Source: an optimization exercise on an open RTL-to-GDS flow (aim: a short achievable clock period and few clock cycles per item). Production flows keep margins and buffers that such runs may drop.
Power and IR drop assume default switching activity.

==> flow/design.v <==
module hesch_ucode (
    input  wire [7:0] b,
    output wire [6:0] alu,
    output wire [3:0] sl,
    output wire [3:0] sr,
    output wire       wr
);
    wire [3:0] op = b[3:0];
    assign alu[0] = op[2:0] == 3'd0;
    assign alu[1] = op[2:0] == 3'd1;
    assign alu[2] = op[2:0] == 3'd2;
    assign alu[3] = op[2:0] == 3'd3;
    assign alu[4] = op[2:0] == 3'd4;
    assign alu[5] = op[2:0] == 3'd6;
    assign alu[6] = op[2:0] == 3'd7;
    assign sl = 4'b0001 << b[7:6];
    assign sr = 4'b0001 << b[5:4];
    assign wr = !op[3] && op != 4'd5;
endmodule
module hesch_alu (
    input  wire [6:0] op,
    input  wire [7:0] l,
    input  wire [7:0] r,
    output wire [7:0] y
);
    wire [7:0] sum, dif;
    hesch_alu_add u_add (.a(l), .b(r),  .cin(1'b0), .s(sum));
    hesch_alu_add u_sub (.a(l), .b(~r), .cin(1'b1), .s(dif));
    assign y = ({8{op[0]}} & sum)
             | ({8{op[1]}} & dif)
             | ({8{op[2]}} & (l & r))
             | ({8{op[3]}} & (l | r))
             | ({8{op[4]}} & (l ^ r))
             | ({8{op[5]}} & {l[6:0], 1'b0})
             | ({8{op[6]}} & {1'b0, l[7:1]});
endmodule
module hesch_alu_add (
    input  wire [7:0] a,
    input  wire [7:0] b,
    input  wire       cin,
    output wire [7:0] s
);
    wire [7:0] p0 = a ^ b;
    wire [7:0] g0 = a & b;
    wire [7:0] g1, p1, g2, p2, g3, p3;
    assign g1[0] = g0[0] | (p0[0] & cin);
    assign p1[0] = 1'b0;
    genvar i;
    generate
        for (i = 1; i < 8; i = i + 1) begin : l1
            assign g1[i] = g0[i] | (p0[i] & (i == 1 ? (g0[0] | (p0[0] & cin)) : g0[i-1]));
            assign p1[i] = (i == 1) ? 1'b0 : (p0[i] & p0[i-1]);
        end
        for (i = 0; i < 8; i = i + 1) begin : l2
            if (i < 2) begin : lo
                assign g2[i] = g1[i];
                assign p2[i] = 1'b0;
            end else begin : hi
                assign g2[i] = g1[i] | (p1[i] & g1[i-2]);
                assign p2[i] = p1[i] & p1[i-2];
            end
        end
        for (i = 0; i < 8; i = i + 1) begin : l3
            if (i < 4) begin : lo
                assign g3[i] = g2[i];
                assign p3[i] = 1'b0;
            end else begin : hi
                assign g3[i] = g2[i] | (p2[i] & g2[i-4]);
                assign p3[i] = p2[i] & p2[i-4];
            end
        end
    endgenerate
    assign s = p0 ^ {g3[6:0], cin};
endmodule
module hesch_cpu (
    input  wire       clk,
    input  wire       rst,
    output wire [7:0] mem_addr,
    input  wire [7:0] mem_rdata,
    output wire       mem_we,
    output wire [7:0] mem_wdata,
    output wire       out_valid,
    output wire [7:0] out_data,
    output wire       halted,
    output wire       fault
);
    reg  [7:0] addr;
    reg  [7:0] pa;         
    reg  [7:0] ret;        
    reg  [7:0] ir;
    reg        k_opc, k_movo, k_jmpo;
    reg  [6:0] d_alu;
    reg  [3:0] d_sl;
    reg  [4:0] s_l, s_r;   
    reg        d_wr;
    reg        wr_q;
    reg        aw_q;       
    reg        ks_opc, ks_movo, ks_jmpo;
    reg        halted_q;
    reg        fault_q;
    reg  [7:0] ra, rb, rc, rd;
    reg  [7:0] y_q;
    reg  [3:0] y_w;        
    reg  [7:0] bank;
    reg        we_q;
    reg        ov_q;
    reg  [7:0] data_q;
    wire [7:0] b = mem_rdata;
    wire [7:0] addr_inc = addr + 8'd1;
    wire [3:0] op     = ir[3:0];
    wire       i_mov  = op == 4'd8;
    wire       i_jmp  = op == 4'd9;
    wire       i_stop = op[3] && op[2] && (op[1] || op[0]);
    wire       e_stop = k_opc && i_stop;
    wire [3:0] dst    = ir[7:4];
    wire       m_pc   = k_movo && dst == 4'd4;
    wire       m_mem  = k_movo && dst == 4'd5 && ir[2:0] != 3'd5;
    wire       m_out  = k_movo && dst == 4'd9;
    wire       m_bank = k_movo && dst == 4'd7;
    wire [3:0] m_reg  = k_movo ? ((5'b00001 << dst) & 5'b01111) : 4'b0000;
    wire [3:0] a_reg  = (k_opc && d_wr) ? d_sl : 4'b0000;
    wire f_movo = k_opc && i_mov;
    wire f_jmpo = k_opc && i_jmp;
    wire f_opc  = !(f_movo || f_jmpo || e_stop || m_pc);
    wire n_opc  = !halted_q && !wr_q && (aw_q ? ks_opc  : f_opc);
    wire n_movo = !halted_q && !wr_q && (aw_q ? ks_movo : f_movo);
    wire n_jmpo = !halted_q && !wr_q && (aw_q ? ks_jmpo : f_jmpo);
    wire [7:0] va = y_w[0] ? y_q : ra;
    wire [7:0] vb = y_w[1] ? y_q : rb;
    wire [7:0] vc = y_w[2] ? y_q : rc;
    wire [7:0] vd = y_w[3] ? y_q : rd;
    reg [7:0] src;
    always @(*) begin
        case (ir[2:0])
            3'd0:    src = va;
            3'd1:    src = vb;
            3'd2:    src = vc;
            3'd3:    src = vd;
            3'd4:    src = addr;
            3'd5:    src = ir;
            3'd6:    src = va;
            default: src = bank;
        endcase
    end
    wire [7:0] op_l = ({8{s_l[0]}} & ra) | ({8{s_l[1]}} & rb) |
                      ({8{s_l[2]}} & rc) | ({8{s_l[3]}} & rd) |
                      ({8{s_l[4]}} & y_q);
    wire [7:0] op_r = ({8{s_r[0]}} & ra) | ({8{s_r[1]}} & rb) |
                      ({8{s_r[2]}} & rc) | ({8{s_r[3]}} & rd) |
                      ({8{s_r[4]}} & y_q);
    wire [7:0] alu_y;
    hesch_alu u_alu (
        .op (d_alu),
        .l  (op_l),
        .r  (op_r),
        .y  (alu_y)
    );
    wire [6:0] b_alu;
    wire [3:0] b_sl, b_sr;
    wire       b_wr;
    hesch_ucode u_dec (
        .b   (b),
        .alu (b_alu),
        .sl  (b_sl),
        .sr  (b_sr),
        .wr  (b_wr)
    );
    assign mem_addr  = addr;
    assign mem_we    = we_q;
    assign mem_wdata = data_q;
    assign out_valid = ov_q;
    assign out_data  = data_q;
    assign halted    = halted_q;
    assign fault     = fault_q;
    always @(posedge clk) begin
        ir     <= b;
        d_alu  <= b_alu;
        d_sl   <= b_sl;
        s_l    <= |(a_reg & b_sl) ? 5'b10000 : {1'b0, b_sl};
        s_r    <= |(a_reg & b_sr) ? 5'b10000 : {1'b0, b_sr};
        y_q    <= alu_y;
        d_wr   <= b_wr;
        pa     <= addr;
        ret    <= addr_inc;
        data_q <= src;
        if (wr_q) begin
            ks_opc  <= f_opc && !halted_q;
            ks_movo <= f_movo && !halted_q;
            ks_jmpo <= f_jmpo && !halted_q;
        end
    end
    always @(posedge clk) begin
        if (rst) begin
            addr     <= 8'h00;
            k_opc    <= 1'b0;
            k_movo   <= 1'b0;
            k_jmpo   <= 1'b0;
            wr_q     <= 1'b0;
            aw_q     <= 1'b0;
            halted_q <= 1'b0;
            fault_q  <= 1'b0;
            y_w      <= 4'b0000;
            ra       <= 8'h00;
            rb       <= 8'h00;
            rc       <= 8'h00;
            rd       <= 8'h00;
            bank     <= 8'h00;
            we_q     <= 1'b0;
            ov_q     <= 1'b0;
        end else begin
            k_opc  <= n_opc;
            k_movo <= n_movo;
            k_jmpo <= n_jmpo;
            wr_q   <= m_mem;
            aw_q   <= wr_q;
            we_q   <= m_mem;
            ov_q   <= m_out;
            if (e_stop) begin
                halted_q <= 1'b1;
                fault_q  <= op[1];
            end
            y_w <= a_reg;
            if (m_reg[0]) ra <= src; else if (y_w[0]) ra <= y_q;
            if (m_reg[1]) rb <= src; else if (y_w[1]) rb <= y_q;
            if (m_reg[2]) rc <= src; else if (y_w[2]) rc <= y_q;
            if (m_reg[3]) rd <= src; else if (y_w[3]) rd <= y_q;
            if (m_bank) bank <= src;
            if (n_jmpo)
                addr <= b;
            else if (m_pc)
                addr <= src;
            else if (m_mem)
                addr <= pa;
            else if (wr_q)
                addr <= ret;
            else
                addr <= addr_inc;
        end
    end
endmodule
export LEC_CHECK = 0
export CAP_MARGIN = 20
export CORE_MARGIN = 2
export CORE_UTILIZATION = 65
export PLACE_DENSITY = 0.75
export SLEW_MARGIN = 20
create_clock -name core_clock -period 10.0 [get_ports {clk}]
standard.sh (not shown) runs the stock make flow with config.mk's settings and CLKGATE_MAP_FILE= SYNTH_SCRIPT=/design/flow/synth_recipe.tcl, a recipe that flattens the netlist after the stock synthesis.
==> flow/flow/run.sh <==
#!/bin/bash
# The standard layout, with repair_timing asked for extra setup margin so
# that it keeps improving paths well past the 10 ns the clock needs.
set -euo pipefail
MARGIN=$(cat flow/margin.txt)
bash standard.sh finish SETUP_SLACK_MARGIN=$MARGIN > flow_make.log 2>&1
==> flow/flow/margin.txt <==
7.2
The baseline finished with timing, DRC and antenna clean.
Rerun with:
--- a/flow/config.mk
+++ b/flow/config.mk
@@ -9,4 +9,4 @@
 export CORE_MARGIN = 2
-export CORE_UTILIZATION = 65
-export PLACE_DENSITY = 0.75
+export CORE_UTILIZATION = 40
+export PLACE_DENSITY = 0.6
 export SLEW_MARGIN = 20
=>
- The changed run passed the timing, design-rule and antenna checks
- setup slack improved by 110 ps
- sequential share of layout area drops by 0.49 points
- core utilization drops by 30 points
- power climbs by 2.3%
- wire length drops by 8.8%
- non-clock buffer count drops by 4
- sequential power drops by about 0.7%
- via count drops by 5.6%
- count of clock-buffer cells in the layout climbs by 1
No run of this note included a check of the RTL's function; only the layout flow was run.

==> static timing again, ports no longer ideal <==
The flow's constraints put no driver on any port. The routed layouts listed below were extracted and timed again, unchanged, in two steps.
Step 1 assumes that a clkbuf_16 drives the clock port and a buf_2 every other input.
Step 2 moves the port delays by t, midway between the first and last clock arrival at a register: inputs arrive t later, outputs are due t later. That takes back most of the time a late clock gives input paths.
Three values: ideal, step 1, step 2; two values: the first two.
run | shift t [ns] | slack for setup (ns) | cell pins on the clock port's net
the first run | 0.561 | 6.992 / 6.956 / 6.717 | 1
the second run | 0.459 | 7.101 / 7.063 / 6.839 | 1
After both steps every run listed still meets setup and hold. The setup slack of the first run, which loses most, moves by -0.036 ns with the drivers and by -0.275 ns with both steps.
